This design comes from an exercise in tuning for small area, a short achievable clock period and few clock cycles on the open sky130 flow, not from production work.
The RTL was checked by simulation tests, not by an equivalence proof against the original design.
Power is estimated from default activity; no workload was simulated.

==> run a <==
Design rate_matcher_engine, start of the top module:
module rate_matcher_engine (
    input  wire         clk,
    input  wire         rst,
    input  wire         cfg_valid,
    output wire         cfg_ready,
    input  wire [46:0]  cfg_data,
    input  wire         in_valid,
    output wire         in_ready,
    input  wire [127:0] in_data,
    input  wire         in_last,
    output wire         out_valid,
    input  wire         out_ready,
    output wire [127:0] out_data,
    output wire         out_last,
    output wire [2:0]   err_code
);
Settings: LEC_CHECK=0, ABC_AREA=1, CAP_MARGIN=30, CORE_MARGIN=2, CORE_UTILIZATION=24, PLACE_DENSITY=0.32, SLEW_MARGIN=35; clock period 20.0 ns.
standard.sh (not shown) runs the stock make flow with config.mk's settings and CLKGATE_MAP_FILE= SYNTH_SCRIPT=/design/flow/synth_recipe.tcl, a recipe that flattens the netlist after the stock synthesis.
==> flow/flow/run.sh <==
#!/bin/bash
# Standard layout, with two changes to how it is made:
#  - global routing uses flow/fastroute.tcl (layer capacities, see there);
#  - the port buffers are sky130_fd_sc_hd__buf_2 cells.
# make's full output goes to flow_make.log in the work folder; each ORFS
# step keeps its own log under orfs/logs.
set -euo pipefail
bash standard.sh \
  "FASTROUTE_TCL=$PWD/flow/fastroute.tcl" \
  "BUFFER_PORTS_ARGS=-buffer_cell sky130_fd_sc_hd__buf_2" \
  finish > flow_make.log 2>&1
==> flow/flow/fastroute.tcl <==
# Global-routing layer capacities: keep most signal wiring off met1/met2,
# which the cell pins and power rails crowd, and use the upper layers.
set_global_routing_layer_adjustment met1 0.55
set_global_routing_layer_adjustment met2 0.35
set_global_routing_layer_adjustment met3 0.2
set_global_routing_layer_adjustment met4 0.2
set_global_routing_layer_adjustment met5 0.2

set_routing_layers -clock met3-met5
set_routing_layers -signal met1-met5
==> run b (differences from run a) <==
--- a/flow/design.v
+++ b/flow/design.v
@@ -151,15 +151,15 @@
     reg  [4:0]   zc;
     reg  [16:0]  kx;         
     reg  [10:0]  kr;
     reg  [5:0]   kq;
     reg  [10:0]  k0;
     reg  [10:0]  d32r;       
     reg  [10:0]  dqr;        
-    reg  [10:0]  r1, r2, r3, r4, r1d32, d64, d96, dq1m;
+    reg  [10:0]  r1, r2, d64, dq1m;
     reg  [15:0]  e_len;
     function [7:0] qstep;            
         input [6:0]  rem;
         input        nbit;
         input [6:0]  d;
         reg   [7:0]  t;
         begin
@@ -273,19 +273,15 @@
                 end
             end
             if (scnt == 4'd8)
                 k0 <= kq * zc;
             if (cst) begin
                 r1    <= rr;
                 r2    <= r2c;
-                r3    <= madd(r2c, rr, ncb);
-                r4    <= madd(r2c, r2c, ncb);
-                r1d32 <= madd(rr, d32r, ncb);
                 d64   <= d64c;
-                d96   <= madd(d64c, d32r, ncb);
                 dq1m  <= madd(dqr, 11'd1, ncb);
                 setup_done <= 1'b1;
             end
         end
     end
     reg  [1407:0] mem;
     wire [127:0]  in_rev;
@@ -302,26 +298,26 @@
     endgenerate
     reg  [63:0]  p0;
     reg  [63:0]  p1;
     wire [4:0]   qx = ncb[10:6];
     wire [5:0]   zz = ncb[5:0];
     reg          d_v;
     reg  [1:0]   d_mode;
-    reg  [11:0]  d_a0, d_a1, d_a2, d_a3;
-    reg  [1:0]   d_cyc;
+    reg  [11:0]  d_a0, d_a1;
+    reg  [2:0]   d_cyc;
     reg          d_final;
     reg  [3:0]   d_c;
     reg          d_last;
-    reg  [5:0]   d_thr;
+    reg  [6:0]   d_thr;
     reg          d_pon;
-    reg  [22:0]  su0, su1, su2, su3;    
-    reg  [23:0]  sv0, sv1, sv2, sv3;    
+    reg  [22:0]  su0, su1;    
+    reg  [23:0]  sv0, sv1;    
     reg          x_v;
     reg  [127:0] ex_r;
-    reg  [1:0]   x_cyc;
+    reg  [2:0]   x_cyc;
     reg          x_final;
     reg  [3:0]   x_c;
     reg          x_last;
     wire stall = out_full && !out_xfer;
     wire exec  = d_v && !stall;
     wire exec3 = x_v && !stall;
     function [46:0] dsel;             
@@ -346,71 +342,68 @@
             end
             su[22] = hu;
             sv[22] = hv;
             sv[23] = hu;
             dsel = {sv, su};
         end
     endfunction
-    function [31:0] extract;
+    function [63:0] extract;
         input [22:0]   su;
         input [23:0]   sv;
         input [5:0]    sh;
         input [1407:0] m;
         input [63:0]   pp0;
         input [63:0]   pp1;
         reg   [63:0]   u;
-        reg   [30:0]   v;
-        reg   [94:0]   uv;
-        reg   [62:0]   s5;
-        reg   [46:0]   s4;
-        reg   [38:0]   s3;
-        reg   [34:0]   s2;
-        reg   [32:0]   s1;
+        reg   [62:0]   v;
+        reg   [126:0]  uv;
+        reg   [94:0]   s5;
+        reg   [78:0]   s4;
+        reg   [70:0]   s3;
+        reg   [66:0]   s2;
+        reg   [64:0]   s1;
         integer        k;
         begin
             u = {64{su[22]}} & pp0;
-            v = ({31{sv[22]}} & pp0[30:0]) | ({31{sv[23]}} & pp1[30:0]);
+            v = ({63{sv[22]}} & pp0[62:0]) | ({63{sv[23]}} & pp1[62:0]);
             for (k = 0; k < 22; k = k + 1) begin
                 u = u | ({64{su[k]}} & m[64*k +: 64]);
-                v = v | ({31{sv[k]}} & m[64*k +: 31]);
+                v = v | ({63{sv[k]}} & m[64*k +: 63]);
             end
             uv = {v, u};
-            s5 = sh[5] ? uv[94:32] : uv[62:0];
-            s4 = sh[4] ? s5[62:16] : s5[46:0];
-            s3 = sh[3] ? s4[46:8]  : s4[38:0];
-            s2 = sh[2] ? s3[38:4]  : s3[34:0];
-            s1 = sh[1] ? s2[34:2]  : s2[32:0];
-            extract = sh[0] ? s1[32:1] : s1[31:0];
+            s5 = sh[5] ? uv[126:32] : uv[94:0];
+            s4 = sh[4] ? s5[94:16] : s5[78:0];
+            s3 = sh[3] ? s4[78:8]  : s4[70:0];
+            s2 = sh[2] ? s3[70:4]  : s3[66:0];
+            s1 = sh[1] ? s2[66:2]  : s2[64:0];
+            extract = sh[0] ? s1[64:1] : s1[63:0];
         end
     endfunction
-    wire [31:0] ex0 = extract(su0, sv0, d_a0[5:0], mem, p0, p1);
-    wire [31:0] ex1 = extract(su1, sv1, d_a1[5:0], mem, p0, p1);
-    wire [31:0] ex2 = extract(su2, sv2, d_a2[5:0], mem, p0, p1);
-    wire [31:0] ex3 = extract(su3, sv3, d_a3[5:0], mem, p0, p1);
-    wire [127:0] exw = {ex3, ex2, ex1, ex0};
+    wire [63:0] ex0 = extract(su0, sv0, d_a0[5:0], mem, p0, p1);
+    wire [63:0] ex1 = extract(su1, sv1, d_a1[5:0], mem, p0, p1);
+    wire [127:0] exw = {ex1, ex0};
     reg  [NU-1:0] stg;        
     wire [NU-1:0] dsc;
     wire [NU-1:0] dhit;
     genvar gu, gq;
     generate
         for (gu = 0; gu < NU; gu = gu + 1) begin : g_sc
             wire [15:0] cand;
             wire [15:0] hit;
             assign cand[0] = 1'b0;
             assign hit[0]  = 1'b0;
             for (gq = 1; gq < 16; gq = gq + 1) begin : g_q
                 localparam integer J  = gu % gq;
                 localparam integer MM = gu / gq;
-                localparam integer CH = (gq >= 4) ? J : ((gq == 1) ? (MM / 32) : (2 * J + MM / 32));
-                localparam integer EE = CH % 4;
-                localparam integer CY = (gq >= 4) ? (J / 4) : (CH / 4);
-                localparam integer IX = (gq >= 4) ? MM : (MM % 32);
-                localparam integer OK = (IX < 32) && (CY < 4);
+                localparam integer EE = (gq == 1) ? (MM / 64) : (J % 2);
+                localparam integer CY = (gq == 1) ? 0 : (J / 2);
+                localparam integer IX = (gq == 1) ? (MM % 64) : MM;
+                localparam integer OK = (IX < 64) && (EE < 2) && (CY < 8);
                 if (OK) begin : g_ok
-                    assign cand[gq] = ex_r[EE * 32 + IX];
+                    assign cand[gq] = ex_r[EE * 64 + IX];
                     assign hit[gq]  = (x_cyc == CY);
                 end else begin : g_no
                     assign cand[gq] = 1'b0;
                     assign hit[gq]  = 1'b0;
                 end
             end
             assign dsc[gu]  = cand[qm];
@@ -426,30 +419,32 @@
     wire [127:0] tail;
     generate
         for (g = 0; g < 128; g = g + 1) begin : g_tail
             assign tail[g] = !x_last || (erem == 7'd0) || (g < erem);
         end
     endgenerate
     wire [63:0] thr_mask;
+    wire [63:0] thr_mask1;
     wire [63:0] real_mask;
     generate
         for (g = 0; g < 64; g = g + 1) begin : g_pm
             assign thr_mask[g]  = (g >= d_thr);
+            assign thr_mask1[g] = (g + 64 >= d_thr);
             assign real_mask[g] = (g < zz);
         end
     endgenerate
     wire real_load = in_xfer && (count == {1'b0, ncb[10:7]});
     wire [63:0] pw_mask = (exec && (d_mode == M_PB || d_mode == M_DBL)) ? thr_mask : 64'd0;
     wire [63:0] rl_mask = real_load ? (real_mask & ~pw_mask) : 64'd0;
     always @(posedge clk) begin
         p0 <= (pw_mask & exw[63:0]) |
               (rl_mask & (qx[0] ? in_rev[127:64] : in_rev[63:0])) |
               (~pw_mask & ~rl_mask & p0);
-        if (exec && d_mode == M_PB)
-            p1 <= exw[127:64];
+        if (exec && (d_mode == M_PB || d_mode == M_DBL))
+            p1 <= (thr_mask1 & exw[127:64]) | (~thr_mask1 & p1);
     end
     always @(posedge clk) begin
         if (!stall) begin
             ex_r    <= exw;
             x_cyc   <= d_cyc;
             x_final <= d_final;
             x_c     <= d_c;
@@ -463,128 +458,112 @@
                 stg <= merged;
             end
         end
     end
     reg  [10:0]  wa;         
     reg  [10:0]  a0;         
     reg  [3:0]   wc;         
-    reg  [1:0]   wcyc;
+    reg  [2:0]   wcyc;
     reg  [9:0]   wleft;
     reg          active;
     reg          started;
     reg  [1:0]   pstate;
     reg  [6:0]   px2;        
-    wire [1:0]  ncyc1 = (qm <= 4'd2) ? 2'd0 : (qm == 4'd3) ? 2'd1 : ((qm - 4'd1) >> 2);
-    wire [10:0] off1  = (qm >= 4'd4) ? r1 : d32r;
-    wire [10:0] off2  = (qm >= 4'd4) ? r2 : ((qm == 4'd1) ? d64 : r1);
-    wire [10:0] off3  = (qm >= 4'd4) ? r3 : ((qm == 4'd1) ? d96 : r1d32);
-    wire [10:0] wstp  = (qm >= 4'd4) ? r4 : r2;
+    wire [2:0]  ncyc1 = (qm == 4'd1) ? 3'd0 : ((qm - 4'd1) >> 1);
+    wire [10:0] off1  = (qm == 4'd1) ? d64 : r1;
+    wire [10:0] wstp  = r2;
     wire [4:0]  cn    = {1'b0, wc} + {1'b0, dr};
     wire        carry = (cn >= {1'b0, qm});
     wire [3:0]  cnext = carry ? (cn[3:0] - qm) : cn[3:0];
     wire [10:0] a0n   = madd(a0, carry ? dq1m : dqr, ncb);
     wire        wfinal = (wcyc == ncyc1);
     wire [3:0]  wq    = (ncb - 11'd1) >> 7;
     wire        go    = setup_done && (pstate == 2'd2) && (count > wq) &&
                         !bad && (e_len != 16'd0) && !started && (state != S_AWAIT);
     wire issue_pb  = (state == S_RECV) && (pstate == 2'd0) && (count >= 4'd2);
     wire issue_dbl = (state != S_AWAIT) && (pstate == 2'd1);
     wire issue_f   = active;
-    reg  [11:0] n_a0, n_a1, n_a2, n_a3;
+    reg  [11:0] n_a0, n_a1;
     reg         n_pon;
     always @(*) begin
         if (issue_pb) begin
             n_pon = 1'b0;
             n_a0  = 12'd0  - {6'd0, zz};
-            n_a1  = 12'd32 - {6'd0, zz};
-            n_a2  = 12'd64 - {6'd0, zz};
-            n_a3  = 12'd96 - {6'd0, zz};
+            n_a1  = 12'd64 - {6'd0, zz};
         end else if (issue_dbl) begin
             n_pon = 1'b1;
             n_a0  = 12'd0  - {5'd0, px2};
-            n_a1  = 12'd32 - {5'd0, px2};
-            n_a2  = 12'd0;
-            n_a3  = 12'd0;
+            n_a1  = 12'd64 - {5'd0, px2};
         end else begin
             n_pon = 1'b1;
             n_a0  = {1'b0, wa};
             n_a1  = {1'b0, madd(wa, off1, ncb)};
-            n_a2  = {1'b0, madd(wa, off2, ncb)};
-            n_a3  = {1'b0, madd(wa, off3, ncb)};
         end
     end
     wire [46:0] nsel0 = dsel(n_a0, n_pon, qx);
     wire [46:0] nsel1 = dsel(n_a1, n_pon, qx);
-    wire [46:0] nsel2 = dsel(n_a2, n_pon, qx);
-    wire [46:0] nsel3 = dsel(n_a3, n_pon, qx);
     always @(posedge clk) begin
         if (rst || cfg_xfer) begin
             d_v     <= 1'b0;
             x_v     <= 1'b0;
             active  <= 1'b0;
             started <= 1'b0;
             pstate  <= 2'd0;
         end else if (!stall) begin
             d_v  <= 1'b0;
             x_v  <= d_v && (d_mode == M_FETCH);
             d_a0 <= n_a0;
             d_a1 <= n_a1;
-            d_a2 <= n_a2;
-            d_a3 <= n_a3;
             d_pon <= n_pon;
             su0  <= nsel0[22:0];
             sv0  <= nsel0[46:23];
             su1  <= nsel1[22:0];
             sv1  <= nsel1[46:23];
-            su2  <= nsel2[22:0];
-            sv2  <= nsel2[46:23];
-            su3  <= nsel3[22:0];
-            sv3  <= nsel3[46:23];
             if (issue_pb) begin
                 d_v    <= 1'b1;
                 d_mode <= M_PB;
-                d_thr  <= zz;
+                d_thr  <= {1'b0, zz};
                 px2    <= {ncb[5:0], 1'b0};
-                pstate <= ({ncb, 1'b0} < ncb + 11'd31) && (ncb != 11'd0) ? 2'd1 : 2'd2;
+                pstate <= ({ncb, 1'b0} < ncb + 11'd63) && (ncb != 11'd0) ? 2'd1 : 2'd2;
             end else if (issue_dbl) begin
                 d_v    <= 1'b1;
                 d_mode <= M_DBL;
-                d_thr  <= px2[5:0];
+                d_thr  <= px2;
                 px2    <= {px2[5:0], 1'b0};
-                if ({4'd0, px2, 1'b0} >= ncb + 11'd31)
+                if ({4'd0, px2, 1'b0} >= ncb + 11'd63)
                     pstate <= 2'd2;
             end else if (issue_f) begin
                 d_v     <= 1'b1;
                 d_mode  <= M_FETCH;
                 d_cyc   <= wcyc;
                 d_final <= wfinal;
                 d_c     <= wc;
                 d_last  <= (wleft == 10'd1);
                 if (wfinal) begin
-                    wcyc  <= 2'd0;
+                    wcyc  <= 3'd0;
                     wc    <= cnext;
                     a0    <= a0n;
                     wa    <= a0n;
                     wleft <= wleft - 10'd1;
                     if (wleft == 10'd1)
                         active <= 1'b0;
                 end else begin
-                    wcyc <= wcyc + 2'd1;
+                    wcyc <= wcyc + 3'd1;
                     wa   <= madd(wa, wstp, ncb);
                 end
             end
             if (go) begin
                 active  <= 1'b1;
                 started <= 1'b1;
             end
             if (cst) begin
                 wa    <= k0;
                 a0    <= k0;
                 wc    <= 4'd0;
-                wcyc  <= 2'd0;
+                wcyc  <= 3'd0;
                 wleft <= e_len[15:7] + {9'd0, (e_len[6:0] != 7'd0)};
             end
         end
     end
     always @(posedge clk) begin
         if (rst) begin
             state    <= S_AWAIT;
CORE_UTILIZATION = 30   (was 24)
PLACE_DENSITY = 0.38   (was 0.32)
==> results.txt <==
metric	run a	run b
Run status	timing/DRC/antenna clean	timing/DRC/antenna clean
Clock Sink Count	2494	2382
Syn Inst Count	27024	21526
Stages on worst setup path	43	48
Average footprint of a synthesized cell	7.21 sq um	7.63 sq um
Final Critical Period	11.03 ns	11.13 ns
CP max stage delay	0.78 ns	0.70 ns
Sequential-to-total area share from yosys stat	37.8%	42.7%
Inserted Clock Buffers	348	313
Final setup skew	0.145 ns	0.161 ns
Net switching share of the total power	55.4%	42.3%
Worst Slack Setup Final	8.97 ns	8.87 ns
Parity-gate share of the synthesized area counting xor and xnor cells	1.43%	1.27%
GRT Resource Usage Total	60.1%	58.5%
Required arrival time at the worst endpoint	20.97 ns	20.91 ns
Ratio of final minimum period to clock period	55.2%	55.6%
DIE HEIGHT	905 microns	744 microns
Clock share of power	19.4%	30.0%
Iteration-0 DRC Markers	21633	15756
Design Power	33.9 mW	19.9 mW
Fraction of standard cell area in multi-input logic	46.9%	44.8%
Highest attainable clock frequency	90.6 MHz	89.9 MHz
Endpoint of the worst hold-timing path	x_c[2]$_DFFE_PN_	x_final$_DFFE_PN_
GR Layer Usage met3	52.9%	50.7%
VDD IR max	0.000250 V	0.000211 V
Launch instance of the worst min-delay path	d_c[2]$_DFFE_PP_	d_final$_DFFE_PP_
Number of standard-cell rows in the floorplan	330	271
Testbench counts of run a, summed over its fixed seeds: cycles 8,305.
Testbench counts of run b, summed over its fixed seeds: cycles 12,132.

re-timing with driven ports:
In the flow no input, the clock included, has a driving cell. The finished layouts below were timed again as built, in two steps.
Step 1 (the two cells are an assumption about what drives the block):
set clk [get_ports {clk}]
set_driving_cell -lib_cell sky130_fd_sc_hd__clkbuf_16 $clk
set_driving_cell -lib_cell sky130_fd_sc_hd__buf_2 [delete_from_list [all_inputs] $clk]
Step 2 times the ports against the registers' clock, not the clock port: input delays grow and output delays shrink by t, the midpoint of the rising clock arrivals with the driver on.
Slacks: ideal ports / drivers / drivers and shift; pairs: ideal ports / drivers.
| run | shift t [ns] | setup WS [ns] | hold slack, ns | worst setup path after step 2 | worst slew at a driven data input, ns |
|---|---|---|---|---|---|
| run a | 1.304 | 8.967 / 8.967 / 8.967 | 0.418 / 0.418 / 0.418 | register to register | 0.41 |
| run b | 1.198 | 8.872 / 8.872 / 8.872 | 0.417 / 0.417 / 0.417 | register to register | 0.37 |
After both steps setup and hold are still met in every run listed.
